What follows belongs to an exercise in optimizing a design on an open flow for small area; a production flow would make more cautious choices.
Where RTL was checked, it was by simulation tests only, not by an equivalence proof against the original.
Function not checked in runs 1 and 2: the RTL went through the layout flow alone.
No activity file was given, so power comes from the tool's default toggle rates.

==> design/flow/design.v <==
module tcrb (
    input  wire         clk,
    input  wire         rst,
    input  wire [1:0]   h_op,
    input  wire [7:0]   h_addr,
    input  wire [31:0]  h_wdata,
    output reg          h_rvalid,
    output reg  [31:0]  h_rdata,
    input  wire [1:0]   f_valid,
    input  wire [127:0] f_data0,
    input  wire [127:0] f_data1,
    output wire         clk_en,
    output wire [23:0]  clk_rate
);
    localparam NFB = 5;
    localparam [1:0] S_IDLE = 2'd0, S_CONF = 2'd1, S_RUN = 2'd2, S_STOP = 2'd3;
    localparam [2:0] OK = 3'd0, BADOP = 3'd1, BADSEL = 3'd2, BADARG = 3'd3,
                     BADSTATE = 3'd4, BADCFG = 3'd5, NODATA = 3'd6;
    reg [1:0]  state;
    reg        stopreq;
    reg        clken;
    reg [5:0]  res;
    reg [2:0]  nch0, nch1;
    reg [2:0]  maplen0, maplen1;
    reg [1:0]  chmap [0:7];           
    reg [23:0] ds;
    reg        swaplr;
    reg [23:0] rate;
    reg [1:0]  armed;
    reg [1:0]  pend;
    reg [1:0]  fillframe0, fillframe1;
    reg [2:0]  hbase0, hbase1;        
    reg [23:0] dsdown0, dsdown1;      
    reg [31:0] counter0, counter1;
    reg [31:0] ovrcount;
    reg [11:0] wpos;
    reg [11:0] head0, head1;
    reg [11:0] rpos [0:3];
    reg [3:0]  active;
    reg [3:0]  ovr;
    reg [2:0]  cs_code;
    reg [11:0] cs_val;
    reg [127:0] xfer0 [0:NFB-1];
    reg [127:0] xfer1 [0:NFB-1];
    reg [31:0]  ring [0:63];
    wire       used0 = (nch0 != 3'd0);
    wire       used1 = (nch1 != 3'd0);
    wire [3:0] ncht  = nch0 + nch1;
    wire       ds0   = (ds == 24'd0);
    wire       ds12  = (ds[23:2] == 22'd0) && (ds[1:0] != 2'd3);
    wire [2:0] cmq   = ds0 ? 3'd4 : ds12 ? 3'd6 : 3'd7;
    wire [4:1] chk;
    assign chk[1] = (ncht == 4'd0);
    assign chk[2] = (res == 6'd0);
    assign chk[3] = (maplen0 != nch0);
    assign chk[4] = (maplen1 != nch1);
    wire   chk_ok = ~|chk;
    assign clk_en   = clken;
    assign clk_rate = rate;
    wire cmd_wr = (h_op == 2'd2) && (h_addr == 8'h00);
    localparam [1:0] V_IDLE = 2'd0, V_WALK = 2'd1, V_COMMIT = 2'd2;
    reg [1:0] svc;
    reg       svc_bus;
    reg [2:0] svc_slot;
    reg [1:0] svc_f;
    reg [1:0] svc_q;
    reg [2:0] svc_nw;
    function [2:0] inc5;
        input [2:0] x;
        inc5 = (x == 3'd4) ? 3'd0 : x + 3'd1;
    endfunction
    wire [23:0] svc_dsd  = svc_bus ? dsdown1 : dsdown0;
    wire        svc_keep = (svc_dsd == 24'd0);
    wire [23:0] svc_dsd_nx = svc_keep ? ds : svc_dsd - 24'd1;
    wire [2:0]  svc_nch  = svc_bus ? nch1 : nch0;
    wire        svc_last = ({1'b0, svc_q} == svc_nch - 3'd1);
    wire [1:0]  svc_map  = chmap[{svc_bus, svc_q}];
    wire [1:0]  svc_word = {svc_map[1], svc_map[0] ^ (swaplr & ~svc_map[1])};
    wire [127:0] svc_frame = svc_bus ? xfer1[svc_slot] : xfer0[svc_slot];
    reg  [31:0] svc_raw;
    always @(*) begin
        case (svc_word)
            2'd0: svc_raw = svc_frame[31:0];
            2'd1: svc_raw = svc_frame[63:32];
            2'd2: svc_raw = svc_frame[95:64];
            default: svc_raw = svc_frame[127:96];
        endcase
    end
    wire [4:0]  svc_shift = 5'd0 - res[4:0];
    wire [31:0] svc_cell  = $signed(svc_raw) >>> svc_shift;
    wire [11:0] svc_head = svc_bus ? head1 : head0;
    wire [2:0]  svc_idx  = svc_head[2:0] + svc_nw;
    wire [5:0]  svc_addr = svc_idx * ncht + (svc_bus ? {3'd0, nch0} : 6'd0) + {4'd0, svc_q};
    wire [11:0] head_c0 = svc_bus ? head0 : head0 + {9'd0, svc_nw};
    wire [11:0] head_c1 = svc_bus ? head1 + {9'd0, svc_nw} : head1;
    wire [11:0] gain0   = head_c0 - wpos;
    wire [11:0] gain1   = head_c1 - wpos;
    wire [11:0] gain    = (used0 && used1) ? ((gain0 < gain1) ? gain0 : gain1) :
                          used0 ? gain0 : used1 ? gain1 : 12'd0;
    wire [11:0] wpos_c  = wpos + gain;
    wire [1:0]  pend_c  = pend & ~(2'b01 << svc_bus);
    reg [3:0]  ovr_hit;
    reg [11:0] dist_c;
    integer k;
    always @(*) begin
        for (k = 0; k < 4; k = k + 1) begin
            dist_c     = wpos_c - rpos[k];
            ovr_hit[k] = active[k] && (dist_c[11:3] != 9'd0);
        end
    end
    wire [3:0]  c_op  = h_wdata[31:28];
    wire [3:0]  c_sel = h_wdata[27:24];
    wire [23:0] c_imm = h_wdata[23:0];
    wire [1:0]  av_k     = h_op[1] ? c_sel[1:0] : h_addr[1:0];
    wire [11:0] av_diff  = wpos - rpos[av_k];
    wire [11:0] lead0 = head0 - wpos;
    wire [11:0] lead1 = head1 - wpos;
    wire [11:0] lead  = (used0 && used1) ? ((lead0 > lead1) ? lead0 : lead1) :
                        used0 ? lead0 : used1 ? lead1 : 12'd0;
    wire        room_pos = (lead[11:3] == 9'd0) && (lead[2:0] <= cmq);
    wire [2:0]  att_room = room_pos ? cmq - lead[2:0] : 3'd0;
    wire [2:0]  att_imm  = (c_imm[23:3] != 21'd0) ? 3'd7 : c_imm[2:0];
    wire [2:0]  att_wp   = (wpos[11:3] != 9'd0) ? 3'd7 : wpos[2:0];
    wire [2:0]  att_d1   = (att_imm < att_wp) ? att_imm : att_wp;
    wire [2:0]  att_d    = (att_d1 < att_room) ? att_d1 : att_room;
    wire [11:0] adv_n = ((c_imm[23:12] == 12'd0) && (c_imm[11:0] < av_diff)) ? c_imm[11:0] : av_diff;
    reg [2:0] c_code;
    reg       c_argbad, c_statebad, c_bus_sel, c_cons_sel;
    wire      c_is_cfg = (c_op >= 4'h1) && (c_op <= 4'h7);
    always @(*) begin
        c_bus_sel  = (c_op == 4'h2) || (c_op == 4'h3) || (c_op == 4'h4);
        c_cons_sel = (c_op == 4'hB) || (c_op == 4'hC) || (c_op == 4'hD);
        case (c_op)
            4'h1: c_argbad = (c_sel != 4'd0) || (c_imm[23:6] != 18'd0) ||
                             (c_imm[5:0] == 6'd0) || (c_imm[5:0] > 6'd32);
            4'h2, 4'h3: c_argbad = (c_imm[23:8] != 16'd0) || (c_imm[7:0] > 8'd4);
            4'h4: c_argbad = (c_imm[23:16] != 8'd0) || (c_imm[15:8] >= 8'd4) ||
                             (c_imm[7:0] >= 8'd4);
            4'h5, 4'h7: c_argbad = (c_sel != 4'd0);
            4'h6: c_argbad = (c_sel != 4'd0) || (c_imm[23:1] != 23'd0);
            4'h8, 4'h9, 4'hA: c_argbad = (c_sel != 4'd0) || (c_imm != 24'd0);
            4'hD: c_argbad = (c_imm != 24'd0);
            default: c_argbad = 1'b0;
        endcase
        case (c_op)
            4'h1, 4'h2, 4'h3, 4'h4, 4'h5, 4'h6, 4'h7, 4'h8:
                c_statebad = (state == S_RUN);
            4'h9: c_statebad = (state != S_CONF) && (state != S_STOP);
            4'hA: c_statebad = (state == S_IDLE) || (state == S_CONF);
            4'hB: c_statebad = (state == S_IDLE);
            4'hC: c_statebad = !active[c_sel[1:0]];
            default: c_statebad = 1'b0;
        endcase
        if (c_op == 4'h0 || c_op == 4'hE || c_op == 4'hF)
            c_code = BADOP;
        else if ((c_bus_sel && c_sel >= 4'd2) || (c_cons_sel && c_sel >= 4'd4))
            c_code = BADSEL;
        else if (c_argbad)
            c_code = BADARG;
        else if (c_statebad)
            c_code = BADSTATE;
        else if (c_op == 4'h8 && !chk_ok)
            c_code = BADCFG;
        else if (c_op == 4'hC && av_diff == 12'd0)
            c_code = NODATA;
        else
            c_code = OK;
    end
    wire        c_ok  = (c_code == OK);
    wire [11:0] c_val = !c_ok ? 12'd0 :
                        (c_op == 4'hB) ? {9'd0, att_d} :
                        (c_op == 4'hC) ? adv_n : 12'd0;
    wire c_accept = cmd_wr && c_ok;
    reg [31:0] rd_val;
    always @(*) begin
        rd_val = 32'd0;
        casez (h_addr)
            8'h01: rd_val = {(cs_code != 3'd0 && cs_code != 3'd6), 4'b0000, cs_code, 12'd0, cs_val};
            8'h02: rd_val = {24'd0, pend[1], pend[0], armed[1], armed[0], clken, stopreq, state};
            8'h03: rd_val = {27'd0, chk, chk_ok};
            8'h04: rd_val = {26'd0, res};
            8'h05: rd_val = {8'd0, ds};
            8'h06: rd_val = {31'd0, swaplr};
            8'h07: rd_val = {8'd0, rate};
            8'h08: rd_val = {29'd0, nch0};
            8'h09: rd_val = {29'd0, nch1};
            8'h0A: rd_val = {29'd0, maplen0};
            8'h0B: rd_val = {29'd0, maplen1};
            8'h0C: rd_val = 32'd8;
            8'h0D: rd_val = 32'd4;
            8'h0E: rd_val = 32'h00020404;
            8'h0F: rd_val = {28'd0, ncht};
            8'h10: rd_val = counter0;
            8'h11: rd_val = counter1;
            8'h12: rd_val = ovrcount;
            8'h13: rd_val = {12'd0, active, 12'd0, ovr};
            8'h14: rd_val = {29'd0, wpos[2:0]};
            8'h15: rd_val = {23'd0, wpos[11:3]};
            8'h16: rd_val = {29'd0, head0[2:0]};
            8'h17: rd_val = {29'd0, head1[2:0]};
            8'b001000??: rd_val = {29'd0, rpos[h_addr[1:0]][2:0]};
            8'b001100??: rd_val = {23'd0, rpos[h_addr[1:0]][11:3]};
            8'b010000??: if (active[h_addr[1:0]]) rd_val = {20'd0, av_diff};
            8'b100?00??: rd_val = {30'd0, chmap[{h_addr[4], h_addr[1:0]}]};
            default: rd_val = 32'd0;
        endcase
    end
    always @(posedge clk) begin
        h_rvalid <= !rst && h_op[0];
        if (h_op[1])
            h_rdata <= h_addr[7:6] == 2'b00 ? ring[h_addr[5:0]] : 32'd0;
        else
            h_rdata <= rd_val;
    end
    wire [2:0] wslot0 = (hbase0 + {1'b0, fillframe0} >= 3'd5) ? hbase0 + {1'b0, fillframe0} - 3'd5
                                                              : hbase0 + {1'b0, fillframe0};
    wire [2:0] wslot1 = (hbase1 + {1'b0, fillframe1} >= 3'd5) ? hbase1 + {1'b0, fillframe1} - 3'd5
                                                              : hbase1 + {1'b0, fillframe1};
    always @(posedge clk) begin
        if (svc == V_WALK && svc_keep)
            ring[svc_addr] <= svc_cell;
        if (f_valid[0] && armed[0])
            xfer0[wslot0] <= f_data0;
        if (f_valid[1] && armed[1])
            xfer1[wslot1] <= f_data1;
    end
    always @(posedge clk) begin
        if (rst) begin
            state    <= S_IDLE;
            stopreq  <= 1'b0;
            clken    <= 1'b0;
            res      <= 6'd0;
            ds       <= 24'd0;
            swaplr   <= 1'b0;
            rate     <= 24'd0;
            armed    <= 2'b00;
            pend     <= 2'b00;
            fillframe0 <= 2'd0;
            fillframe1 <= 2'd0;
            hbase0   <= 3'd0;
            hbase1   <= 3'd0;
            ovrcount <= 32'd0;
            wpos     <= 12'd0;
            active   <= 4'd0;
            ovr      <= 4'd0;
            cs_code  <= 3'd0;
            cs_val   <= 12'd0;
            svc      <= V_IDLE;
            svc_bus  <= 1'b0;
            svc_slot <= 3'd0;
            svc_f    <= 2'd0;
            svc_q    <= 2'd0;
            svc_nw   <= 3'd0;
            nch0     <= 3'd0;
            nch1     <= 3'd0;
            maplen0  <= 3'd0;
            maplen1  <= 3'd0;
            dsdown0  <= 24'd0;
            dsdown1  <= 24'd0;
            counter0 <= 32'd0;
            counter1 <= 32'd0;
            head0    <= 12'd0;
            head1    <= 12'd0;
            for (k = 0; k < 8; k = k + 1)
                chmap[k] <= 2'd0;
            for (k = 0; k < 4; k = k + 1)
                rpos[k] <= 12'd0;
        end else begin
            case (svc)
                V_IDLE: begin
                    if (pend[0] || pend[1]) begin
                        svc      <= V_WALK;
                        svc_bus  <= !pend[0];
                        svc_slot <= pend[0] ? inc5(hbase0) : inc5(hbase1);
                        svc_f    <= 2'd0;
                        svc_q    <= 2'd0;
                        svc_nw   <= 3'd0;
                    end
                end
                V_WALK: begin
                    if (svc_keep && !svc_last) begin
                        svc_q <= svc_q + 2'd1;
                    end else begin
                        svc_q <= 2'd0;
                        if (svc_keep)
                            svc_nw <= svc_nw + 3'd1;
                        if (svc_bus) dsdown1 <= svc_dsd_nx;
                        else         dsdown0 <= svc_dsd_nx;
                        svc_slot <= inc5(svc_slot);
                        if (svc_f == 2'd3)
                            svc <= V_COMMIT;
                        else
                            svc_f <= svc_f + 2'd1;
                    end
                end
                V_COMMIT: begin
                    if (!cmd_wr) begin
                        svc   <= V_IDLE;
                        head0 <= head_c0;
                        head1 <= head_c1;
                        if (svc_bus) counter1 <= counter1 + 32'd1;
                        else         counter0 <= counter0 + 32'd1;
                        wpos <= wpos_c;
                        pend[svc_bus] <= 1'b0;
                        if (wpos_c != wpos) begin
                            ovr <= ovr | ovr_hit;
                            if (|ovr_hit && ovrcount != 32'hFFFFFFFF)
                                ovrcount <= ovrcount + 32'd1;
                        end
                        if (stopreq && armed == 2'b00 && pend_c == 2'b00) begin
                            state   <= S_STOP;
                            stopreq <= 1'b0;
                        end
                    end
                end
                default: svc <= V_IDLE;
            endcase
            if (f_valid[0] && armed[0]) begin
                fillframe0 <= fillframe0 + 2'd1;
                if (fillframe0 == 2'd3) begin
                    pend[0] <= 1'b1;
                    hbase0  <= (hbase0 == 3'd0) ? 3'd4 : hbase0 - 3'd1;
                    if (stopreq) armed[0] <= 1'b0;
                end
            end
            if (f_valid[1] && armed[1]) begin
                fillframe1 <= fillframe1 + 2'd1;
                if (fillframe1 == 2'd3) begin
                    pend[1] <= 1'b1;
                    hbase1  <= (hbase1 == 3'd0) ? 3'd4 : hbase1 - 3'd1;
                    if (stopreq) armed[1] <= 1'b0;
                end
            end
            if (cmd_wr) begin
                cs_code <= c_code;
                cs_val  <= c_val;
                if (c_accept) begin
                    if (c_is_cfg && (state == S_CONF || state == S_STOP)) begin
                        state  <= S_IDLE;
                        clken  <= 1'b0;
                        active <= 4'd0;
                    end
                    case (c_op)
                        4'h1: res <= c_imm[5:0];
                        4'h2: if (c_sel[0]) nch1 <= c_imm[2:0]; else nch0 <= c_imm[2:0];
                        4'h3: if (c_sel[0]) maplen1 <= c_imm[2:0]; else maplen0 <= c_imm[2:0];
                        4'h4: chmap[{c_sel[0], c_imm[9:8]}] <= c_imm[1:0];
                        4'h5: ds <= c_imm;
                        4'h6: swaplr <= c_imm[0];
                        4'h7: rate <= c_imm;
                        4'h8: begin
                            wpos     <= 12'd0;
                            ovrcount <= 32'd0;
                            head0    <= 12'd0;
                            head1    <= 12'd0;
                            counter0 <= 32'd0;
                            counter1 <= 32'd0;
                            dsdown0  <= 24'd0;
                            dsdown1  <= 24'd0;
                            for (k = 0; k < 4; k = k + 1)
                                rpos[k] <= 12'd0;
                            active  <= 4'd0;
                            ovr     <= 4'd0;
                            stopreq <= 1'b0;
                            clken   <= 1'b1;
                            state   <= S_CONF;
                        end
                        4'h9: begin
                            if (used0) begin
                                armed[0] <= 1'b1; fillframe0 <= 2'd0;
                                pend[0] <= 1'b0; dsdown0 <= 24'd0;
                            end
                            if (used1) begin
                                armed[1] <= 1'b1; fillframe1 <= 2'd0;
                                pend[1] <= 1'b0; dsdown1 <= 24'd0;
                            end
                            stopreq <= 1'b0;
                            state   <= S_RUN;
                        end
                        4'hA: if (state == S_RUN) stopreq <= 1'b1;
                        4'hB: begin
                            rpos[c_sel[1:0]]   <= wpos - {9'd0, att_d};
                            active[c_sel[1:0]] <= 1'b1;
                            ovr[c_sel[1:0]]    <= 1'b0;
                        end
                        4'hC: rpos[c_sel[1:0]] <= rpos[c_sel[1:0]] + adv_n;
                        4'hD: begin
                            active[c_sel[1:0]] <= 1'b0;
                            ovr[c_sel[1:0]]    <= 1'b0;
                        end
                        default: ;
                    endcase
                end
            end
        end
    end
endmodule
==> design/flow/run.sh <==
#!/bin/bash
# synth_recipe.tcl (not shown) runs the flow's synth.tcl, then flattens the netlist and writes it again
# the make line also repeats each setting of config.mk as NAME=value (left out here)
make -C /OpenROAD-flow-scripts/flow DESIGN_CONFIG=/design/flow/config.mk WORK_HOME=/design/flow/orfs CLKGATE_MAP_FILE= SYNTH_SCRIPT=/design/flow/synth_recipe.tcl finish
==> design/flow/config.mk <==
export PLATFORM = sky130hd
export DESIGN_NAME = tcrb
export DESIGN_NICKNAME = tcrb
export VERILOG_FILES = /design/flow/design.v
export SDC_FILE = /design/flow/constraint.sdc
export NUM_CORES = 4
export LEC_CHECK = 0
export CAP_MARGIN = 20
export CORE_MARGIN = 2
export CORE_UTILIZATION = 60
export CTS_BUF_LIST = sky130_fd_sc_hd__clkbuf_4 sky130_fd_sc_hd__clkbuf_8
export CTS_CLUSTER_SIZE = 40
export PLACE_DENSITY = 0.7
export SLEW_MARGIN = 20
==> design/flow/constraint.sdc <==
create_clock -name core_clock -period 14.0 [get_ports {clk}]
set_input_delay 2.8000 -clock core_clock [delete_from_list [all_inputs] [get_ports {clk}]]
set_output_delay 2.8000 -clock core_clock [all_outputs]
set_load 0.01 [all_outputs]
==> flow_summary_export.csv, run 1 <==
group,metric,value,unit
cts,ctsResizeCount,0,
cts,clkLatencyLatePin,1.17,ns
synth,synth-simple-area-share,4.74,%
setup_path,crit_type,"reg -> reg",
cts,cts-buffers-inserted,590,
floorplan,die_area,265000,sq um
synth,syn_nets,9207,
synth,synthMuxAreaShare,17.2,%
detailed_routing,ant_nets,0,
power,swShare,22.2,%
setup_path,cp_slowest_stage_delay,0.47,ns
floorplan,die_h,515,um
placed_design,portBuffers,359,
setup_path,cp_slowest_cell,"or4_1",
power,p_int,0.0173,W
floorplan,initial_core_util,60.4,%
timing,max_slew.worst_pin.slew,1.15,ns
power,p_clk_share,40.9,%
detailed_routing,wl,430000,um
detailed_routing,drc,0,
synth,seq_area_frac_synth,69.3,%
final_layout,fillCellCount,16884,
min_path,min_path_type,"reg -> reg",
setup_path,crit_path_end_kind,"register",
setup_path,path_max_fanout,50,
detailed_routing,firstDrtPassIters,7,
synth,ys.flop_type,"edfxtp_1",
run_status,status,"complete, no violations",
final_layout,multiInputGateArea,46500,sq um
power,ir_worst_vdd,0.000122,V
setup_path,arrival,11.41,ns
floorplan,core-area,260000,sq um
floorplan,rows,187,
detailed_routing,viasPerCell,6.67,
timing,slew_headroom,23.2,%
power,p_comb_share,4.5,%
cts,cts_max_level,6,
detailed_routing,wl_per_cell,32.4,um
synth,synth_top_family_by_area,"multiplexers",
power,leakage,56.9,nW
synth,synthTopCellsByArea,"edfxtp_1 65%, mux4_2 16%, dfxtp_1 4.3%, ha_1 1.7%, nor2_1 1.3%",
synth,synth_top_cell_by_area,"edfxtp_1",
synth,ys_ff_latch,3729,
setup_path,rrSetupSlack,3.62,ns
grt,grt_pass1_vias,87906,
placed_design,place_congestion,0.944,
final_layout,final_layout_size_suffix_gt1_share,25.2,%
final_layout,fin_util,68.2,%
detailed_routing,num_vias,88559,
cts,cts_tree,"done",
timing,fmax,96.3,MHz
synth,synth_compound_area_share,3.65,%
detailed_routing,dr.first_iter.drc_count,11432,
synth,async_flop_share,0,%
cts,post-cts-setup-buffer-count,0,
synth,synthAdderAreaFrac,1.92,%
power,p_per_area,126,nW/um^2
setup_path,cp_common_cell,"a21oi_1",
timing,hold_viol_final,0,
timing,finalSetupTns,0,ns
cts,hold_buffers,0,
final_layout,final_net_count,9945,
timing,fin_worst_skew,0.0731,ns
floorplan,io_pins,360,
synth,synth_xor_area_share,1.49,%
timing,setup_viol,0,
final_layout,regArea,109000,sq um
power,p_switching,0.00495,W
cts,cts_sinks,3729,
synth,synth_cells,8677,
flow_run,maxCapViolCount,0,
timing,period_share,74.2,%
grt,grt_max_degree,129,
synth,synth_warnings,1,
grt,grt_pass1_wl,616000,um
cts,root_buffer,"clkbuf_8",
power,seqPwrFrac,54.6,%
cts,cts_max_path_buffers,4,
synth,syn_avg_cell_area,18.1,sq um
synth,synth-edff-count,3392,
final_layout,synthToLayoutAreaGrowth,13.0,%
cts,clk_pin_slew,0.06,ns
grt,grt_util_all_layers,32.4,%
grt,grt_overflow,0,
setup_path,crit_required,15.03,ns
placed_design,place.detailed.hpwl,259000,um
setup_path,worstSetupStartpointType,"register",
timing,rsz0062_at_grt,"false",
synth,synth_area,157000,sq um
synth,synth_cell_type_count,89,
synth,synth_top_area_share,65.0,%
timing,drv_slew,0,
grt,antenna_found_initial,100,
floorplan,fp.dieW,515,um
timing,fin_crit,10.38,ns
## Yosys cell counts, types with 27 or more instances
cell	n
edfxtp_1	3392
mux4_2	1105
nor2_1	559
nand2_1	496
dfxtp_1	337
a21oi_1	266
clkbuf_1	258
ha_1	207
inv_1	170
mux2i_1	170
o21ai_0	168
xnor2_1	141
nand3_1	139
xor2_1	118
nor3_1	88
buf_2	76
buf_1	75
and3_1	60
a21o_1	53
a22oi_1	53
nand4_1	52
a31oi_1	51
nand2b_1	48
nor2b_1	42
a211oi_1	40
buf_4	36
mux2_2	35
nor4_1	33
o211ai_1	27
## sequential cells by signal, indices dropped and copies added (netlist names), 24 cells and up, named ones only
signal / flops
dsdown0: 24
rate: 24
xfer0: 640
rpos: 48
ring: 2048
dsdown1: 24
ovrcount: 32
xfer1: 640
ds: 24
h_rdata: 32
counter1: 32
counter0: 32
## through the flow
stage | hold WS (ns) | area (sq um) | power, W | worst slack, ns | instances
after global placement | 0.441 | 165000 | 0.0134 | 3.33 | 12220
after CTS | 0.459 | 177000 | 0.0224 | 3.75 | 13238
after floorplan | 0.426 | 157000 | 0.0129 | 1.57 | 8677
after detailed placement | 0.445 | 166000 | 0.0134 | 3.31 | 12222
final | 0.461 | 177000 | 0.0223 | 3.62 | 13274
after global routing | 0.470 | 177000 | 0.0229 | 2.98 | 13254
## logic make-up (layout without fill, tap and decap cells)
kind of cell,after synthesis,after routing
AOI/OAI and AO/OA,883,883
xor gates and xnor gates,262,262
adders and majority gates,228,228
buffers and inverters,627,1789
DFF,3729,3729
muxes,1311,1311
other,0,33
and+or+nand+nor,1637,1637
## power groups by stage
stage / Sequential, W / Clock (W) / Combinational (W)
after floorplan: 0.0124 / 0 / 0.000537
after global placement: 0.0124 / 0 / 0.000975
after detailed placement: 0.0124 / 0 / 0.000994
after CTS: 0.0122 / 0.00920 / 0.000997
after global routing: 0.0122 / 0.00967 / 0.00106
final: 0.0122 / 0.00909 / 0.00100
## critical path: cells and delay by family (launching register included)
| kind | cells | cell delay, ns |
|---|---|---|
| AO/OA/AOI/OAI | 21 | 4.29 |
| adder cells (fa/ha/maj) | 6 | 2.03 |
| AND/OR/NAND/NOR | 9 | 1.51 |
| XOR/XNOR | 4 | 1.06 |
| buffers and inverters | 3 | 0.58 |
| flip-flops | 1 | 0.46 |
| multiplexers | 1 | 0.29 |
## final timing paths
check | from | to | depth (start not counted)
setup / recovery | head0[0]$_SDFF_PP0_ | ovrcount[21]$_SDFF_PP0_ | 44
hold / removal | cs_val[0]$_SDFFE_PP0P_ | cs_val[0]$_SDFFE_PP0P_ | 2
setup reg to reg | head0[0]$_SDFF_PP0_ | ovrcount[21]$_SDFF_PP0_ | 44
hold reg to reg | cs_val[0]$_SDFFE_PP0P_ | cs_val[0]$_SDFFE_PP0P_ | 2
## cells in the final DEF, fill, tap and decap left out, types with 164 or more instances in the layout
master and count:
dfxtp_1 333, ha_1 206, clkbuf_4 199, clkdlybuf4s50_1 351, buf_4 231, mux2i_1 167, o21ai_0 164, nand2_1 492
edfxtp_1 3392, clkbuf_8 607, a21oi_1 259, nor2_1 479, mux4_2 1105, inv_1 169
## routing by layer
layer / GRT usage [%] / share of wire, %
met1: 45.9 / 39
met2: 50.2 / 47
met3: 8.11 / 11
met4: 10.4 / 3.1
met5: 0 / 0.17
## area by class of cell
type                    count  area share, %
well taps                3402           2.40
diodes                     33         0.0466
repair buffers            600           3.13
flip-flops and latches   3729           61.3
clock inverters           211          0.903
inverters                 173          0.367
multi-input cells        4321           26.3
clock buffers             805           5.55
==> inputs of run 2 (changes only) <==
--- a/design/flow/design.v
+++ b/design/flow/design.v
@@ -207,2 +207,9 @@
     end
+    reg [31:0] ring_rd;
+    integer ri;
+    always @(*) begin
+        ring_rd = 32'd0;
+        for (ri = 0; ri < 64; ri = ri + 1)
+            ring_rd = ring_rd | (ring[ri] & {32{h_addr == ri}});
+    end
     always @(posedge clk) begin
@@ -210,3 +217,3 @@
         if (h_op[1])
-            h_rdata <= h_addr[7:6] == 2'b00 ? ring[h_addr[5:0]] : 32'd0;
+            h_rdata <= ring_rd;
         else
==> design/flow/config.mk (replaced) <==
export PLATFORM = sky130hd
export DESIGN_NAME = tcrb
export DESIGN_NICKNAME = tcrb
export VERILOG_FILES = /design/flow/design.v
export SDC_FILE = /design/flow/constraint.sdc
export NUM_CORES = 4
export LEC_CHECK = 0
export CAP_MARGIN = 20
export CORE_MARGIN = 2
export CORE_UTILIZATION = 40
export CTS_BUF_LIST = sky130_fd_sc_hd__clkbuf_8
export CTS_CLUSTER_DIAMETER = 40
export CTS_CLUSTER_SIZE = 16
export PLACE_DENSITY = 0.6
export SLEW_MARGIN = 20
==> flow_summary_export.csv, run 2 <==
group,metric,value,unit
cts,cts_tree,"done",
timing,slew_headroom,11.7,%
synth,synth_top_area_share,67.3,%
placed_design,place_congestion,0.932,
placed_design,place.detailed.hpwl,331000,um
cts,root_buffer,"clkbuf_8",
setup_path,worstSetupStartpointType,"register",
min_path,min_to,"svc_f[1]$_SDFFE_PP0P_",
floorplan,io_pins,360,
final_layout,synthToLayoutAreaGrowth,15.2,%
cts,post-cts-setup-buffer-count,0,
synth,synth_common_cells,"3392 x edfxtp_1, 635 x nor2_1, 572 x a22oi_1",
floorplan,fp.dieW,619,um
synth,synth_warnings,1,
synth,ys_ff_latch,3729,
timing,finalSetupTns,0,ns
synth,synth.most_common_cell,"edfxtp_1",
timing,fin_worst_skew,0.141,ns
synth,synth_top_family_by_area,"compound AO/OA/AOI/OAI gates",
setup_path,r2r-end,"ovrcount[11]$_SDFF_PP0_",
timing,setup_viol,0,
placed_design,portBuffers,359,
min_path,min-delay-start,"svc_f[1]$_SDFFE_PP0P_",
grt,grt_max_degree,104,
setup_path,crit_path_end_kind,"register",
setup_path,rrSetupSlack,3.20,ns
setup_path,rr_worst_depth,40,
detailed_routing,dr.first_iter.drc_count,16248,
setup_path,crit_required,15.06,ns
final_layout,largest_reg_flops,2048,
synth,syn_nets,9755,
detailed_routing,ant_nets,0,
synth,async_flop_share,0,%
cts,clkLatencyLatePin,1.23,ns
synth,synthAdderAreaFrac,2.00,%
grt,grt_pass1_vias,93876,
timing,drv_slew,0,
final_layout,layout_commonest_cell,"edfxtp_1",
grt,antenna_found_initial,123,
synth,synthTopCellsByArea,"edfxtp_1 67%, mux4_2 6.4%, dfxtp_1 4.5%, a22oi_1 2.8%, ha_1 1.7%",
cts,ctsResizeCount,0,
power,ir_worst_vdd,0.0000889,V
setup_path,crit_type,"reg -> reg",
synth,synth_cell_type_count,96,
synth,ys.flop_type,"edfxtp_1",
power,leakage,55.1,nW
timing,max_slew.worst_pin.slew,1.31,ns
final_layout,fin_util,46.3,%
cts,clk_pin_slew,0.08,ns
grt,grt_pass1_wl,754000,um
run_status,status,"complete, no violations",
timing,fin_crit,10.80,ns
timing,rsz0062_at_grt,"false",
detailed_routing,num_vias,97278,
min_path,min_path_type,"reg -> reg",
cts,cts_max_level,5,
synth,synthMuxAreaShare,8.15,%
cts,cts_sinks,3729,
synth,synth_xor_area_share,1.53,%
final_layout,reg_top3,"ring: 2048 flops, xfer0: 640 flops, xfer1: 640 flops",
final_layout,fillCellCount,32376,
timing,period_share,77.1,%
synth,seq_area_frac_synth,71.8,%
detailed_routing,wl_per_cell,36.1,um
final_layout,layout_common_cells,"3392 x edfxtp_1, 572 x a22oi_1, 498 x nor2_1",
detailed_routing,firstDrtPassIters,10,
floorplan,die_h,619,um
grt,grt_overflow,0,
synth,synth_cells,9224,
setup_path,arrival,11.85,ns
detailed_routing,drc,0,
synth,synth-edff-count,3392,
floorplan,core-area,376000,sq um
final_layout,final_net_count,10425,
final_layout,final_layout_size_suffix_gt1_share,17.7,%
synth,synth_compound_area_share,9.04,%
power,p_per_area,125,nW/um^2
setup_path,path_max_fanout,59,
floorplan,die_area,383000,sq um
detailed_routing,viasPerCell,6.35,
flow_run,maxCapViolCount,0,
cts,hold_buffers,0,
synth,synth_area,151000,sq um
synth,synth-simple-area-share,5.78,%
detailed_routing,wl,554000,um
synth,syn_avg_cell_area,16.4,sq um
setup_path,cp_slowest_stage_delay,0.74,ns
setup_path,r2r-start,"svc_nw[0]$_SDFFE_PP0P_",
grt,grt_util_all_layers,28.2,%
floorplan,initial_core_util,40.2,%
floorplan,rows,225,
timing,hold_viol_final,0,
cts,cts_max_path_buffers,4,
min_path,hold-path-cell-count,2,
cts,cts-buffers-inserted,458,
setup_path,cp_slowest_cell,"xnor2_1",
timing,fmax,92.6,MHz
synth,synth_top_cell_by_area,"edfxtp_1",
final_layout,registers.top_by_ff_count,"ring",
timing,hold_slack,0.464,ns
[run 2: logic make-up after synthesis]
kind of cell	after synthesis
flip-flops	3729
AO/OA/AOI/OAI	1841
AND/OR/NAND/NOR	1810
multiplexers	692
buffers and inverters	665
XOR/XNOR	258
adder cells (fa/ha/maj)	229
[run 2: per-stage QoR]
stage	std cells	cell area [sq um]	setup slack (ns)	total power, W
after global placement	14423	163000	2.53	0.0131
final	15326	174000	3.20	0.0218
after CTS	15292	174000	3.32	0.0219
after global routing	15300	174000	2.46	0.0224
after floorplan	9224	151000	1.59	0.0127
after detailed placement	14426	163000	2.51	0.0131
[run 2: how the worst max path moves through the flow]
stage	slack [ns]	to	startpoint	cells past startpoint
floorplan	1.59	xfer0[4][0]$_DFFE_PP_	f_valid[0]	2
global placement	2.53	rpos[1][11]$_SDFFCE_PN0P_	h_wdata[25]	34
finish	3.20	ovrcount[11]$_SDFF_PP0_	svc_nw[0]$_SDFFE_PP0P_	40
global route	2.46	ovrcount[11]$_SDFF_PP0_	svc_nw[0]$_SDFFE_PP0P_	40
detailed placement	2.51	rpos[0][11]$_SDFFCE_PN0P_	h_wdata[25]	34
CTS	3.32	rpos[1][10]$_SDFFCE_PN0P_	wpos[1]$_SDFF_PP0_	38
[run 2: metal layers]
metal | GRT usage, % | up-vias | wire length (um)
met5 | 0.126 | - | 975
met4 | 13.7 | 142 | 31800
met1 | 36.5 | 49619 | 202000
li1 | - | 38921 | -
met2 | 43.3 | 6917 | 247000
met3 | 8.48 | 1679 | 72200
[run 2: report_power, final]
group	internal (W)	total, W	switching, W
Combinational	0.000214	0.000712	0.000498
Sequential	0.0122	0.0122	0.0000124
Clock	0.00432	0.00895	0.00463
Total	0.0167	0.0218	0.00515
[run 2: critical path, delay by kind of cell (launching register included)]
kind,cells,cell delay (ns)
muxes,1,0.29
adders and majority gates,7,2.18
DFF,1,0.45
xor gates and xnor gates,3,1.08
AOI/OAI and AO/OA,17,4.07
buffers and inverters,2,0.52
and+or+nand+nor,10,2.08
[run 2: final cells by class]
| class | count | area [sq um] | area share, % |
|---|---|---|---|
| Clock inverter | 394 | 4210 | 2.42 |
| Antenna cell | 32 | 80.1 | 0.0459 |
| Timing Repair Buffer | 689 | 6270 | 3.60 |
| Clock buffer | 472 | 6500 | 3.73 |
| Tap cell | 4994 | 6250 | 3.59 |
| Multi-Input combinational cell | 4830 | 41600 | 23.9 |
| Sequential cell | 3729 | 109000 | 62.3 |
| Inverter | 186 | 698 | 0.401 |
==> inputs of run 3 (changes only) <==
--- a/design/flow/design.v
+++ b/design/flow/design.v
@@ -78,12 +78,7 @@
     wire [1:0]  svc_word = {svc_map[1], svc_map[0] ^ (swaplr & ~svc_map[1])};
-    wire [127:0] svc_frame = svc_bus ? xfer1[svc_slot] : xfer0[svc_slot];
-    reg  [31:0] svc_raw;
-    always @(*) begin
-        case (svc_word)
-            2'd0: svc_raw = svc_frame[31:0];
-            2'd1: svc_raw = svc_frame[63:32];
-            2'd2: svc_raw = svc_frame[95:64];
-            default: svc_raw = svc_frame[127:96];
-        endcase
-    end
+    wire [1279:0] xf_all = {xfer1[4], xfer1[3], xfer1[2], xfer1[1], xfer1[0],
+                            xfer0[4], xfer0[3], xfer0[2], xfer0[1], xfer0[0]};
+    wire [31:0]   svc_raw;
+    tcrb_xsel u_xsel (.fr(xf_all), .fsel({{5{svc_bus}} & (5'b00001 << svc_slot), {5{!svc_bus}} & (5'b00001 << svc_slot)}),
+                      .w(svc_word), .o(svc_raw));
     wire [4:0]  svc_shift = 5'd0 - res[4:0];
@@ -173,36 +168,13 @@
     wire c_accept = cmd_wr && c_ok;
-    reg [31:0] rd_val;
-    always @(*) begin
-        rd_val = 32'd0;
-        casez (h_addr)
-            8'h01: rd_val = {(cs_code != 3'd0 && cs_code != 3'd6), 4'b0000, cs_code, 12'd0, cs_val};
-            8'h02: rd_val = {24'd0, pend[1], pend[0], armed[1], armed[0], clken, stopreq, state};
-            8'h03: rd_val = {27'd0, chk, chk_ok};
-            8'h04: rd_val = {26'd0, res};
-            8'h05: rd_val = {8'd0, ds};
-            8'h06: rd_val = {31'd0, swaplr};
-            8'h07: rd_val = {8'd0, rate};
-            8'h08: rd_val = {29'd0, nch0};
-            8'h09: rd_val = {29'd0, nch1};
-            8'h0A: rd_val = {29'd0, maplen0};
-            8'h0B: rd_val = {29'd0, maplen1};
-            8'h0C: rd_val = 32'd8;
-            8'h0D: rd_val = 32'd4;
-            8'h0E: rd_val = 32'h00020404;
-            8'h0F: rd_val = {28'd0, ncht};
-            8'h10: rd_val = counter0;
-            8'h11: rd_val = counter1;
-            8'h12: rd_val = ovrcount;
-            8'h13: rd_val = {12'd0, active, 12'd0, ovr};
-            8'h14: rd_val = {29'd0, wpos[2:0]};
-            8'h15: rd_val = {23'd0, wpos[11:3]};
-            8'h16: rd_val = {29'd0, head0[2:0]};
-            8'h17: rd_val = {29'd0, head1[2:0]};
-            8'b001000??: rd_val = {29'd0, rpos[h_addr[1:0]][2:0]};
-            8'b001100??: rd_val = {23'd0, rpos[h_addr[1:0]][11:3]};
-            8'b010000??: if (active[h_addr[1:0]]) rd_val = {20'd0, av_diff};
-            8'b100?00??: rd_val = {30'd0, chmap[{h_addr[4], h_addr[1:0]}]};
-            default: rd_val = 32'd0;
-        endcase
-    end
+    wire [31:0] rd_val;
+    tcrb_rdmux u_rdmux (
+        .a(h_addr), .cs({(cs_code != 3'd0 && cs_code != 3'd6), cs_code, cs_val}),
+        .st({pend[1], pend[0], armed[1], armed[0], clken, stopreq, state}),
+        .chk({chk, chk_ok}), .res(res), .ds(ds), .swaplr(swaplr), .rate(rate),
+        .nch0(nch0), .nch1(nch1), .maplen0(maplen0), .maplen1(maplen1), .ncht(ncht),
+        .counter0(counter0), .counter1(counter1), .ovrcount(ovrcount),
+        .active(active), .ovr(ovr), .wpos(wpos), .head0(head0[2:0]), .head1(head1[2:0]),
+        .rpos({rpos[3], rpos[2], rpos[1], rpos[0]}), .av_diff(av_diff),
+        .chmap({chmap[7], chmap[6], chmap[5], chmap[4], chmap[3], chmap[2], chmap[1], chmap[0]}),
+        .o(rd_val));
     reg [31:0] ring_rd;
@@ -403,2 +375,77 @@
     end
+endmodule
+module tcrb_xsel (
+    input  wire [1279:0] fr,
+    input  wire [9:0]    fsel,
+    input  wire [1:0]    w,
+    output reg  [31:0]   o
+);
+    reg [127:0] f;
+    integer i;
+    always @(*) begin
+        f = 128'd0;
+        for (i = 0; i < 10; i = i + 1)
+            f = f | (fr[128*i +: 128] & {128{fsel[i]}});
+        case (w)
+            2'd0: o = f[31:0];
+            2'd1: o = f[63:32];
+            2'd2: o = f[95:64];
+            default: o = f[127:96];
+        endcase
+    end
+endmodule
+module tcrb_rdmux (
+    input  wire [7:0]  a,
+    input  wire [15:0] cs,
+    input  wire [7:0]  st,
+    input  wire [4:0]  chk,
+    input  wire [5:0]  res,
+    input  wire [23:0] ds,
+    input  wire        swaplr,
+    input  wire [23:0] rate,
+    input  wire [2:0]  nch0, nch1, maplen0, maplen1,
+    input  wire [3:0]  ncht,
+    input  wire [31:0] counter0, counter1, ovrcount,
+    input  wire [3:0]  active, ovr,
+    input  wire [11:0] wpos,
+    input  wire [2:0]  head0, head1,
+    input  wire [47:0] rpos,
+    input  wire [11:0] av_diff,
+    input  wire [15:0] chmap,
+    output reg  [31:0] o
+);
+    wire [11:0] rp = rpos[12*a[1:0] +: 12];
+    always @(*) begin
+        o = 32'd0;
+        casez (a)
+            8'h01: o = {cs[15], 4'b0000, cs[14:12], 12'd0, cs[11:0]};
+            8'h02: o = {24'd0, st};
+            8'h03: o = {27'd0, chk};
+            8'h04: o = {26'd0, res};
+            8'h05: o = {8'd0, ds};
+            8'h06: o = {31'd0, swaplr};
+            8'h07: o = {8'd0, rate};
+            8'h08: o = {29'd0, nch0};
+            8'h09: o = {29'd0, nch1};
+            8'h0A: o = {29'd0, maplen0};
+            8'h0B: o = {29'd0, maplen1};
+            8'h0C: o = 32'd8;
+            8'h0D: o = 32'd4;
+            8'h0E: o = 32'h00020404;
+            8'h0F: o = {28'd0, ncht};
+            8'h10: o = counter0;
+            8'h11: o = counter1;
+            8'h12: o = ovrcount;
+            8'h13: o = {12'd0, active, 12'd0, ovr};
+            8'h14: o = {29'd0, wpos[2:0]};
+            8'h15: o = {23'd0, wpos[11:3]};
+            8'h16: o = {29'd0, head0};
+            8'h17: o = {29'd0, head1};
+            8'b001000??: o = {29'd0, rp[2:0]};
+            8'b001100??: o = {23'd0, rp[11:3]};
+            8'b010000??: if (active[a[1:0]]) o = {20'd0, av_diff};
+            8'b100?00??: o = {30'd0, chmap[2*{a[4], a[1:0]} +: 2]};
+            default: o = 32'd0;
+        endcase
+    end
 endmodule
==> design/flow/flow/run.sh (new file) <==
#!/bin/bash
set -euo pipefail
export CTS_ARGS="-sink_clustering_enable -repair_clock_nets -dont_use_dummy_load -buf_list sky130_fd_sc_hd__clkbuf_16 -sink_clustering_size 24 -sink_clustering_max_diameter 60"
export BUFFER_PORTS_ARGS="-buffer_cell sky130_fd_sc_hd__buf_1"
bash standard.sh > standard_make.log 2>&1
==> design/flow/standard.sh (new file) <==
#!/bin/bash
# synth_recipe.tcl (not shown) runs the flow's synth.tcl, then flattens the netlist and writes it again
# the make line also repeats each setting of config.mk as NAME=value (left out here)
make -C /OpenROAD-flow-scripts/flow DESIGN_CONFIG=/design/flow/config.mk WORK_HOME=/design/flow/orfs CLKGATE_MAP_FILE= SYNTH_SCRIPT=/design/flow/synth_recipe.tcl "${@:-finish}"
==> design/flow/config.mk (replaced) <==
export PLATFORM = sky130hd
export DESIGN_NAME = tcrb
export DESIGN_NICKNAME = tcrb
export VERILOG_FILES = /design/flow/design.v
export SDC_FILE = /design/flow/constraint.sdc
export NUM_CORES = 4
export LEC_CHECK = 0
export CAP_MARGIN = 10
export CORE_MARGIN = 2
export CORE_UTILIZATION = 55
export PLACE_DENSITY = 0.75
export SLEW_MARGIN = 10
export SYNTH_HIERARCHICAL = 1
removed: design/flow/run.sh
==> flow_summary_export.csv, run 3 <==
group,metric,value,unit
run_status,status,"complete, no violations",
min_path,min_path_type,"reg -> reg",
grt,grt_max_degree,129,
placed_design,dp_slack,2.29,ns
cts,clk_pin_slew,0.04,ns
timing,fin_worst_skew,0.124,ns
setup_path,cp_slowest_stage_delay,0.84,ns
cts,root_buffer,"clkbuf_16",
placed_design,portBuffers,359,
setup_path,rrSetupSlack,3.15,ns
grt,grt_overflow,0,
final_layout,registers.top_by_ff_count,"ring",
min_path,hold-path-cell-count,1,
final_layout,largest_reg_flops,2048,
synth,syn_avg_cell_area,15.3,sq um
setup_path,arrival,11.53,ns
synth,syn_nets,10286,
detailed_routing,drc,0,
synth,synth_cells,9752,
detailed_routing,wl_per_cell,39.4,um
floorplan,die_area,275000,sq um
timing,rsz0062_at_grt,"false",
final_layout,multiInputGateArea,39000,sq um
synth,ys_ff_latch,3726,
floorplan,die_h,524,um
synth,async_flop_share,0,%
setup_path,crit_type,"in -> reg",
final_layout,final_net_count,10593,
synth,synthTopCellsByArea,"edfxtp_1 68%, dfxtp_1 4.5%, a22oi_1 2.9%, a22o_1 2.7%, a221oi_1 2.0%",
setup_path,path_buf_inv,5,
setup_path,r2r-start,"svc_nw[0]$_SDFFE_PP0P_",
grt,grt_pass1_vias,95332,
synth,synth_cell_type_count,98,
detailed_routing,wl,540000,um
final_layout,reg_top3,"ring: 2048 flops, xfer0: 640 flops, xfer1: 640 flops",
setup_path,critPathTopFamily,"compound AO/OA/AOI/OAI gates",
synth,synth_warnings,9,
timing,finalSetupTns,0,ns
setup_path,cp_slowest_cell,"a2111oi_2",
detailed_routing,num_vias,102785,
cts,cts_max_level,4,
setup_path,crit_required,14.55,ns
timing,setup_viol,0,
cts,ctsResizeCount,0,
cts,cts-buffers-inserted,215,
power,leakage,50.2,nW
min_path,min_to,"cs_val[6]$_SDFFE_PP0P_",
floorplan,core-area,270000,sq um
grt,antenna_found_initial,123,
floorplan,rows,191,
timing,fin_ws,3.02,ns
grt,grt_util_all_layers,38.1,%
setup_path,crit_path_end_kind,"register",
setup_path,r2r-end,"ovrcount[15]$_SDFF_PP0_",
final_layout,layout_common_cells,"3392 x edfxtp_1, 583 x a22oi_1, 506 x nor2_1",
cts,cts_tree,"done",
placed_design,place.detailed.hpwl,299000,um
placed_design,dp_cells,13411,
timing,fmax,91.1,MHz
synth,synth_common_cells,"3392 x edfxtp_1, 646 x nor2_1, 583 x a22oi_1",
final_layout,final_layout_size_suffix_gt1_share,8.16,%
placed_design,placed_cell_area,156000,sq um
detailed_routing,viasPerCell,7.50,
synth,ys.flop_type,"edfxtp_1",
setup_path,path_max_fanout,12,
synth,synth.most_common_cell,"edfxtp_1",
timing,drv_slew,0,
placed_design,place_congestion,0.959,
synth,synth_top_cell_by_area,"edfxtp_1",
setup_path,worstSetupStartpointType,"input pin",
floorplan,initial_core_util,55.2,%
final_layout,synthToLayoutAreaGrowth,8.63,%
grt,grt_pass1_wl,736000,um
detailed_routing,ant_nets,0,
cts,post-cts-setup-buffer-count,0,
detailed_routing,firstDrtPassIters,10,
cts,clkLatencyLatePin,0.97,ns
cts,cts_sinks,3726,
floorplan,fp.dieW,524,um
synth,synth-edff-count,3392,
final_layout,layout_commonest_cell,"edfxtp_1",
timing,hold_viol_final,0,
detailed_routing,dr.first_iter.drc_count,22875,
timing,max_slew.worst_pin.slew,1.36,ns
timing,fin_crit,10.98,ns
floorplan,io_pins,360,
synth,seq_area_frac_synth,72.9,%
timing,period_share,78.4,%
synth,synth_top_area_share,68.4,%
power,power.total,0.0189,W
final_layout,regArea,109000,sq um
power,ir_worst_vdd,0.000114,V
final_layout,layout.cells.non_filler,13700,
cts,hold_buffers,0,
power,p_per_area,117,nW/um^2
timing,slew_headroom,9.05,%
final_layout,final_area,162000,sq um
synth,synth_area,149000,sq um
setup_path,rr_worst_depth,40,
min_path,min-delay-start,"cs_val[6]$_SDFFE_PP0P_",
final_layout,fillCellCount,19570,
flow_run,maxCapViolCount,0,
cts,cts_max_path_buffers,4,
==> run 3: stage by stage <==
| step | hold slack, ns | util (%) |
|---|---|---|
| 4_1_cts | 0.478 | 59.8 |
| 5_1_grt | 0.510 | 59.9 |
| 2_1_floorplan | 0.424 | - |
| 6_report | 0.480 | 59.9 |
| 3_3_place_gp | 0.469 | 57.9 |
| 3_5_place_dp | 0.463 | 57.9 |
==> run 3: power breakdown <==
| part | internal, W | switching [W] | leakage (nW) |
|---|---|---|---|
| Combinational | 0.000169 | 0.000502 | 14.4 |
| Clock | 0.00271 | 0.00338 | 2.65 |
| Sequential | 0.0122 | 0.0000123 | 33.1 |
==> run 3: worst max path at each step <==
stage / from / endpoint / slack, ns / cells after the start
finish: h_op[1] / rpos[2][11]$_SDFFCE_PN0P_ / 3.02 / 33
global route: h_op[1] / rpos[2][11]$_SDFFCE_PN0P_ / 2.20 / 33
CTS: h_op[1] / rpos[2][11]$_SDFFCE_PN0P_ / 3.13 / 33
detailed placement: h_op[1] / rpos[2][11]$_SDFFCE_PN0P_ / 2.29 / 33
global placement: h_op[1] / rpos[3][11]$_SDFFCE_PN0P_ / 2.34 / 33
floorplan: f_valid[0] / xfer0[4][0]$_DFFE_PP_ / 1.57 / 2
==> run 3: area by class of cell <==
cell class,count,area share (%)
Antenna cell,73,0.113
Clock buffer,215,3.32
Inverter,173,0.401
Multi-Input combinational cell,5312,24.1
Sequential cell,3726,67.1
Tap cell,3570,2.76
Timing Repair Buffer,631,2.20
==> run 3: kinds of logic (layout without fill, tap and decap cells) <==
group / after synthesis / count (layout) / share of synthesized area [%]
XOR/XNOR: 270 / 270 / 1.60
AO/OA/AOI/OAI: 2472 / 2472 / 12.8
flip-flops: 3726 / 3726 / 72.9
other: 0 / 73 / 0
buffers and inverters: 714 / 1019 / 1.96
AND/OR/NAND/NOR: 2142 / 2142 / 6.87
adder cells (fa/ha/maj): 232 / 232 / 2.05
multiplexers: 196 / 196 / 1.86
==> run 3: layer usage <==
metal / GRT usage, % / wire length (um)
met5: 0 / 660
met4: 24.7 / 46000
met3: 15.9 / 97500
met2: 54.5 / 224000
met1: 47.6 / 171000
==> run 3: modules after synthesis (local to each module, per instance) <==
module,flip-flops and latches,times used
tcrb,3726,1
tcrb_rdmux,0,1
tcrb_xsel,0,1
==> inputs of run 4 (changes only) <==
--- a/design/flow/config.mk
+++ b/design/flow/config.mk
@@ -7,7 +7,7 @@
 export LEC_CHECK = 0
-export CAP_MARGIN = 10
+export CAP_MARGIN = 20
 export CORE_MARGIN = 2
-export CORE_UTILIZATION = 55
-export PLACE_DENSITY = 0.75
-export SLEW_MARGIN = 10
+export CORE_UTILIZATION = 40
+export PLACE_DENSITY = 0.6
+export SLEW_MARGIN = 20
 export SYNTH_HIERARCHICAL = 1
==> flow_summary_export.csv, run 4 <==
group,metric,value,unit
run_status,status,"complete, no violations",
power,seqPwrFrac,60.1,%
power,p_switching,0.00425,W
cts,cts_max_path_buffers,4,
final_layout,reg_top3,"ring: 2048 flops, xfer0: 640 flops, xfer1: 640 flops",
setup_path,crit_required,14.82,ns
power,ir_worst_vdd,0.000125,V
synth,seq_area_frac_synth,72.9,%
cts,post-cts-setup-buffer-count,0,
cts,root_buffer,"clkbuf_16",
timing,fmax,91.4,MHz
cts,clk_pin_slew,0.06,ns
power,p_per_area,122,nW/um^2
setup_path,arrival,11.76,ns
power,p_int,0.0160,W
power,p_clk_share,36.4,%
final_layout,fillCellCount,32597,
grt,grt_pass1_vias,95053,
timing,period_share,78.1,%
final_layout,registers.top_by_ff_count,"ring",
cts,clkLatencyLatePin,1.00,ns
synth,synth_area,149000,sq um
cts,cts_tree,"done",
cts,cts_sinks,3726,
timing,fin_crit,10.94,ns
cts,cts-buffers-inserted,291,
timing,slew_headroom,11.7,%
timing,rsz0062_at_grt,"false",
cts,cts_max_level,5,
synth,syn_nets,10286,
floorplan,rows,224,
final_layout,synthToLayoutAreaGrowth,11.3,%
synth,ys_ff_latch,3726,
grt,antenna_found_initial,128,
power,power.total,0.0203,W
final_layout,final_layout_size_suffix_gt1_share,9.15,%
floorplan,die_h,614,um
synth,synth_top_cell_by_area,"edfxtp_1",
flow_run,maxCapViolCount,0,
timing,drv_slew,0,
setup_path,crit_type,"reg -> reg",
grt,grt_max_degree,129,
synth,synth_cell_type_count,98,
cts,ctsResizeCount,0,
final_layout,fin_util,44.6,%
setup_path,crit_path_end_kind,"register",
placed_design,portBuffers,359,
synth,ys.flop_type,"edfxtp_1",
timing,hold_viol_final,0,
detailed_routing,wl,588000,um
detailed_routing,dr.first_iter.drc_count,20082,
power,swShare,21.0,%
final_layout,layout_commonest_cell,"edfxtp_1",
timing,fin_worst_skew,0.173,ns
final_layout,final_net_count,10696,
final_layout,layout_common_cells,"3392 x edfxtp_1, 583 x a22oi_1, 506 x nor2_1",
synth,synth_warnings,9,
synth,async_flop_share,0,%
synth,synthTopCellsByArea,"edfxtp_1 68%, dfxtp_1 4.5%, a22oi_1 2.9%, a22o_1 2.7%, a221oi_1 2.0%",
setup_path,cp_slowest_cell,"dfxtp_4",
detailed_routing,viasPerCell,6.71,
floorplan,fp.dieW,614,um
synth,synth_top_area_share,68.4,%
synth,syn_avg_cell_area,15.3,sq um
timing,max_slew.worst_pin.slew,1.32,ns
detailed_routing,drc,0,
floorplan,initial_core_util,40.1,%
grt,grt_util_all_layers,29.9,%
setup_path,path_max_fanout,37,
detailed_routing,wl_per_cell,38.7,um
setup_path,worstSetupStartpointType,"register",
power,leakage,51.3,nW
placed_design,place.detailed.hpwl,334000,um
final_layout,multiInputGateArea,39100,sq um
synth,synth.most_common_cell,"edfxtp_1",
floorplan,io_pins,360,
grt,grt_overflow,0,
floorplan,core-area,372000,sq um
final_layout,largest_reg_flops,2048,
final_layout,regArea,109000,sq um
placed_design,place_congestion,0.939,
timing,finalSetupTns,0,ns
synth,synth-edff-count,3392,
setup_path,cp_slowest_stage_delay,0.73,ns
grt,grt_pass1_wl,790000,um
min_path,min_path_type,"reg -> reg",
timing,setup_viol,0,
detailed_routing,firstDrtPassIters,8,
synth,synth_common_cells,"3392 x edfxtp_1, 646 x nor2_1, 583 x a22oi_1",
detailed_routing,num_vias,102021,
detailed_routing,ant_nets,0,
synth,synth_cells,9752,
power,p_comb_share,3.4,%
floorplan,die_area,377000,sq um
cts,hold_buffers,0,
==> run 4: final timing paths <==
check / from / end / slack, ns / depth (start not counted)
min reg2reg: rate[2]$_SDFFE_PP0P_ / rate[2]$_SDFFE_PP0P_ / 0.47 / 2
max reg2reg: svc_bus$_SDFFE_PP0P_ / ovrcount[15]$_SDFF_PP0_ / 3.06 / 39
min: rate[2]$_SDFFE_PP0P_ / rate[2]$_SDFFE_PP0P_ / 0.47 / 2
max: svc_bus$_SDFFE_PP0P_ / ovrcount[15]$_SDFF_PP0_ / 3.06 / 39
==> run 4: power groups by stage <==
stage | combinational (W) | clock (W) | sequential, W
6_report | 0.000695 | 0.00738 | 0.0122
5_1_grt | 0.000723 | 0.00774 | 0.0122
4_1_cts | 0.000671 | 0.00738 | 0.0122
3_5_place_dp | 0.000668 | 0 | 0.0124
3_3_place_gp | 0.000650 | 0 | 0.0124
2_1_floorplan | 0.000317 | 0 | 0.0124
==> run 4: critical path, delay by kind of cell (launching register included) <==
family	cells	cell delay, ns
DFF	1	0.73
adders and majority gates	5	1.57
xor gates and xnor gates	5	1.18
buffers and inverters	2	0.15
AOI/OAI and AO/OA	14	4.25
and+or+nand+nor	13	2.93
==> run 4: cell type report <==
class	instances	share of cell area (%)
flip-flops and latches	3726	65.5
multi-input cells	5312	23.6
clock buffers	291	4.39
well taps	4972	3.75
repair buffers	658	2.29
inverters	173	0.392
diodes	70	0.106
==> run 4: metal layers <==
metal	GRT usage (%)	routed length (um)	up-vias
li1	-	-	40052
met1	38.2	205000	51590
met2	45.0	257000	8474
met3	8.95	83100	1777
met4	18.1	41700	128
met5	0.139	869	-
==> run 4: cell families (layout without fill, tap and decap cells) <==
group                      after synthesis  in the layout  share of synthesized area, %
DFF                                   3726           3726                          72.9
muxes                                  196            196                          1.86
other                                    0             70                             0
xor gates and xnor gates               270            270                          1.60
AOI/OAI and AO/OA                     2472           2472                          12.8
buffers and inverters                  714           1122                          1.96
and+or+nand+nor                       2142           2142                          6.87
adders and majority gates              232            232                          2.05
==> run 4: stage by stage <==
step	setup slack, ns	hold WS [ns]	instances	instance area (sq um)
final	3.06	0.473	15202	166000
after global routing	2.34	0.495	15178	166000
after CTS	3.09	0.476	15129	165000
after detailed placement	2.73	0.461	14838	158000
after global placement	2.78	0.452	14835	158000
after floorplan	1.57	0.424	9752	149000
==> run 4: Yosys stat by module, one instance, submodules excluded <==
module      copies in the design  cell area, sq um  cells inside
tcrb_xsel                      1              7230           957
tcrb_rdmux                     1              2550           346
tcrb                           1            139000          8449
==> inputs of run 5 (changes only) <==
--- a/design/flow/design.v
+++ b/design/flow/design.v
@@ -14,3 +14,2 @@
 );
-    localparam NFB = 5;
     localparam [1:0] S_IDLE = 2'd0, S_CONF = 2'd1, S_RUN = 2'd2, S_STOP = 2'd3;
@@ -31,3 +30,4 @@
     reg [1:0]  fillframe0, fillframe1;
-    reg [2:0]  hbase0, hbase1;        
+    reg        cf0x0, cf0x1;          
+    reg        pf0x0, pf0x1;          
     reg [23:0] dsdown0, dsdown1;      
@@ -42,4 +42,5 @@
     reg [11:0] cs_val;
-    reg [127:0] xfer0 [0:NFB-1];
-    reg [127:0] xfer1 [0:NFB-1];
+    reg [127:0] xfer0 [0:3];
+    reg [127:0] xfer1 [0:3];
+    reg [127:0] xferx;
     reg [31:0]  ring [0:63];
@@ -63,3 +64,2 @@
     reg       svc_bus;
-    reg [2:0] svc_slot;
     reg [1:0] svc_f;
@@ -67,6 +67,2 @@
     reg [2:0] svc_nw;
-    function [2:0] inc5;
-        input [2:0] x;
-        inc5 = (x == 3'd4) ? 3'd0 : x + 3'd1;
-    endfunction
     wire [23:0] svc_dsd  = svc_bus ? dsdown1 : dsdown0;
@@ -78,6 +74,8 @@
     wire [1:0]  svc_word = {svc_map[1], svc_map[0] ^ (swaplr & ~svc_map[1])};
-    wire [1279:0] xf_all = {xfer1[4], xfer1[3], xfer1[2], xfer1[1], xfer1[0],
-                            xfer0[4], xfer0[3], xfer0[2], xfer0[1], xfer0[0]};
+    wire [1151:0] xf_all = {xferx, xfer1[3], xfer1[2], xfer1[1], xfer1[0],
+                            xfer0[3], xfer0[2], xfer0[1], xfer0[0]};
+    wire          svc_x   = (svc_f == 2'd0) && (svc_bus ? pf0x1 : pf0x0);
+    wire [3:0]    svc_pos = svc_x ? 4'd0 : (4'b0001 << svc_f);
     wire [31:0]   svc_raw;
-    tcrb_xsel u_xsel (.fr(xf_all), .fsel({{5{svc_bus}} & (5'b00001 << svc_slot), {5{!svc_bus}} & (5'b00001 << svc_slot)}),
+    tcrb_xsel u_xsel (.fr(xf_all), .fsel({svc_x, {4{svc_bus}} & svc_pos, {4{!svc_bus}} & svc_pos}),
                       .w(svc_word), .o(svc_raw));
@@ -193,6 +191,9 @@
     end
-    wire [2:0] wslot0 = (hbase0 + {1'b0, fillframe0} >= 3'd5) ? hbase0 + {1'b0, fillframe0} - 3'd5
-                                                              : hbase0 + {1'b0, fillframe0};
-    wire [2:0] wslot1 = (hbase1 + {1'b0, fillframe1} >= 3'd5) ? hbase1 + {1'b0, fillframe1} - 3'd5
-                                                              : hbase1 + {1'b0, fillframe1};
+    wire svc_done = (svc == V_WALK) && (!svc_keep || svc_last);
+    wire f0_read0 = !svc_bus && ((svc == V_WALK && (svc_f != 2'd0 || svc_done)) || svc == V_COMMIT);
+    wire f0_read1 =  svc_bus && ((svc == V_WALK && (svc_f != 2'd0 || svc_done)) || svc == V_COMMIT);
+    wire tox0 = (fillframe0 == 2'd0) && pend[0] && !pf0x0 && !f0_read0;
+    wire tox1 = (fillframe1 == 2'd0) && pend[1] && !pf0x1 && !f0_read1;
+    wire st0  = f_valid[0] && armed[0];
+    wire st1  = f_valid[1] && armed[1];
     always @(posedge clk) begin
@@ -200,6 +201,10 @@
             ring[svc_addr] <= svc_cell;
-        if (f_valid[0] && armed[0])
-            xfer0[wslot0] <= f_data0;
-        if (f_valid[1] && armed[1])
-            xfer1[wslot1] <= f_data1;
+        if (st0 && !tox0)
+            xfer0[fillframe0] <= f_data0;
+        if (st1 && !tox1)
+            xfer1[fillframe1] <= f_data1;
+        if (st0 && tox0)
+            xferx <= f_data0;
+        else if (st1 && tox1)
+            xferx <= f_data1;
     end
@@ -218,4 +223,2 @@
             fillframe1 <= 2'd0;
-            hbase0   <= 3'd0;
-            hbase1   <= 3'd0;
             ovrcount <= 32'd0;
@@ -228,3 +231,2 @@
             svc_bus  <= 1'b0;
-            svc_slot <= 3'd0;
             svc_f    <= 2'd0;
@@ -252,3 +254,2 @@
                         svc_bus  <= !pend[0];
-                        svc_slot <= pend[0] ? inc5(hbase0) : inc5(hbase1);
                         svc_f    <= 2'd0;
@@ -267,3 +268,2 @@
                         else         dsdown0 <= svc_dsd_nx;
-                        svc_slot <= inc5(svc_slot);
                         if (svc_f == 2'd3)
@@ -298,5 +298,6 @@
                 fillframe0 <= fillframe0 + 2'd1;
+                if (fillframe0 == 2'd0) cf0x0 <= tox0;
                 if (fillframe0 == 2'd3) begin
                     pend[0] <= 1'b1;
-                    hbase0  <= (hbase0 == 3'd0) ? 3'd4 : hbase0 - 3'd1;
+                    pf0x0   <= cf0x0;
                     if (stopreq) armed[0] <= 1'b0;
@@ -306,5 +307,6 @@
                 fillframe1 <= fillframe1 + 2'd1;
+                if (fillframe1 == 2'd0) cf0x1 <= tox1;
                 if (fillframe1 == 2'd3) begin
                     pend[1] <= 1'b1;
-                    hbase1  <= (hbase1 == 3'd0) ? 3'd4 : hbase1 - 3'd1;
+                    pf0x1   <= cf0x1;
                     if (stopreq) armed[1] <= 1'b0;
@@ -377,4 +379,4 @@
 module tcrb_xsel (
-    input  wire [1279:0] fr,
-    input  wire [9:0]    fsel,
+    input  wire [1151:0] fr,
+    input  wire [8:0]    fsel,
     input  wire [1:0]    w,
@@ -386,3 +388,3 @@
         f = 128'd0;
-        for (i = 0; i < 10; i = i + 1)
+        for (i = 0; i < 9; i = i + 1)
             f = f | (fr[128*i +: 128] & {128{fsel[i]}});
==> flow_summary_export.csv, run 5 <==
group,metric,value,unit
floorplan,die_area,371000,sq um
floorplan,io_pins,360,
synth,synth_top_cell_by_area,"edfxtp_1",
min_path,min_path_type,"reg -> reg",
detailed_routing,drc,0,
cts,cts_sinks,3593,
timing,period_share,80.0,%
grt,top_usage_layer,"met2",
flow_run,maxCapViolCount,0,
synth,synth_top_family_by_area,"compound AO/OA/AOI/OAI gates",
synth,synth_warnings,9,
synth,ys.flop_type,"edfxtp_1",
synth,seq_area_frac_synth,71.4,%
synth,synthAdderAreaFrac,1.98,%
grt,gr-usage-met3,9.48,%
placed_design,place_congestion,0.961,
final_layout,layout_common_cells,"3268 x edfxtp_1, 939 x a22oi_1, 549 x nor2_1",
final_layout,final_layout_size_suffix_gt1_share,10.7,%
setup_path,rr_worst_depth,37,
synth,async_flop_share,0,%
cts,ctsResizeCount,0,
cts,clkLatencyLatePin,0.99,ns
timing,hold_viol_final,0,
cts,hold_buffers,0,
floorplan,core-area,365000,sq um
cts,post-cts-setup-buffer-count,0,
final_layout,reg_top3,"ring: 2048 flops, xfer0: 512 flops, xfer1: 512 flops",
cts,cts_max_path_buffers,4,
setup_path,worstSetupStartpointType,"register",
detailed_routing,wl,587000,um
setup_path,rrSetupSlack,2.79,ns
placed_design,place.detailed.hpwl,339000,um
floorplan,initial_core_util,40.1,%
synth,synthTopCellsByArea,"edfxtp_1 67%, a22oi_1 4.8%, dfxtp_1 4.4%, a22o_1 1.8%, a221oi_1 1.8%",
setup_path,cp_slowest_stage_delay,0.79,ns
power,ir_worst_vdd,0.000109,V
final_layout,synthToLayoutAreaGrowth,11.1,%
synth,synth.most_common_cell,"edfxtp_1",
detailed_routing,wl_per_cell,39.0,um
setup_path,r2r-end,"ovrcount[20]$_SDFF_PP0_",
setup_path,crit_path_end_kind,"register",
final_layout,multiInputGateArea,40200,sq um
cts,cts_tree,"done",
detailed_routing,dr.first_iter.drc_count,18356,
final_layout,largest_reg_flops,2048,
synth,synthMuxAreaShare,3.22,%
timing,slew_headroom,9.97,%
grt,grt_pass1_vias,94506,
synth,syn_nets,10295,
placed_design,portBuffers,359,
timing,rsz0062_at_grt,"false",
synth,synth_compound_area_share,12.3,%
detailed_routing,viasPerCell,6.70,
synth,synth_xor_area_share,1.50,%
setup_path,endpoint,"ovrcount[20]$_SDFF_PP0_",
final_layout,final_net_count,10726,
run_status,status,"complete, no violations",
setup_path,cp_slowest_cell,"xnor2_1",
detailed_routing,ant_nets,0,
setup_path,crit_required,14.73,ns
grt,grt_pass1_wl,790000,um
timing,fin_crit,11.21,ns
floorplan,die_h,609,um
timing,fin_worst_skew,0.146,ns
cts,clk_pin_slew,0.07,ns
grt,grt_util_all_layers,30.5,%
final_layout,fillCellCount,31687,
grt,met2_usage,45.5,%
cts,root_buffer,"clkbuf_16",
synth,synth-edff-count,3268,
timing,max_slew.worst_pin.slew,1.34,ns
==> run 5: cell families (layout without fill, tap and decap cells) <==
group	Yosys count	after routing
compound gates	2427	2427
xor+xnor	249	249
fa+ha+maj	221	221
buf+inv	724	1153
flops	3593	3593
mux	374	374
other cells	0	55
simple gates	2184	2184
==> run 5: power breakdown <==
group	leakage (nW)	internal (W)	total (W)	switching [W]
logic	15.5	0.000184	0.000711	0.000527
clock network	3.45	0.00353	0.00712	0.00359
registers	32.0	0.0117	0.0117	0.0000148
==> run 5: per-module statistics from Yosys (local to each module, per instance) <==
| module | flops+latches | times used |
|---|---|---|
| tcrb_rdmux | 0 | 1 |
| tcrb | 3593 | 1 |
| tcrb_xsel | 0 | 1 |
==> run 5: worst min-delay path by stage <==
stage | slack (ns) | endpoint | depth (start not counted) | start
floorplan | 0.40 | pf0x0$_DFFE_PP_ | 0 | cf0x0$_DFFE_PP_
global route | 0.42 | pf0x0$_DFFE_PP_ | 0 | cf0x0$_DFFE_PP_
detailed placement | 0.40 | pf0x1$_DFFE_PP_ | 0 | cf0x1$_DFFE_PP_
finish | 0.40 | pf0x1$_DFFE_PP_ | 0 | cf0x1$_DFFE_PP_
CTS | 0.40 | pf0x1$_DFFE_PP_ | 0 | cf0x1$_DFFE_PP_
global placement | 0.40 | pf0x1$_DFFE_PP_ | 0 | cf0x1$_DFFE_PP_
==> run 5: area by class of cell <==
| cell class | count | share of cell area (%) |
|---|---|---|
| multi-input combinational | 5455 | 24.7 |
| sequential | 3593 | 64.3 |
| timing repair buffer | 685 | 2.44 |
| antenna | 55 | 0.0846 |
| inverter | 188 | 0.437 |
| tap | 4816 | 3.70 |
| clock buffer | 280 | 4.31 |
==> run 5: layer usage <==
layer	up-vias	part of all wire, %
li1	39895	-
met1	50898	35
met2	8190	43
met3	1870	14
met4	148	7.1
met5	-	0.17
==> run 5: worst max-delay path: cells and delay by family (launching register included) <==
family	cells	cell delay [ns]
xor gates and xnor gates	2	0.97
buffers and inverters	3	0.85
muxes	3	1.31
AOI/OAI and AO/OA	19	4.77
DFF	1	0.68
adders and majority gates	5	1.77
and+or+nand+nor	5	0.69
==> run 5: stage by stage <==
stage | hold WS [ns] | cells | instance area (sq um) | power, W | util, %
after CTS | 0.400 | 15015 | 163000 | 0.0195 | 44.5
after global routing | 0.416 | 15041 | 163000 | 0.0200 | 44.5
final | 0.398 | 15072 | 163000 | 0.0196 | 44.6
after detailed placement | 0.405 | 14735 | 156000 | 0.0127 | 42.6
after global placement | 0.402 | 14732 | 155000 | 0.0127 | 42.6
after floorplan | 0.400 | 9772 | 147000 | 0.0123 | -

Check on run 5: ideal ports give 2.795 ns setup slack; a clkbuf_16 on the clock port and buf_2 on the inputs give 2.795 ns; moving port delays by the midpoint clock arrival (1.023 ns) as well gives 2.210 ns.
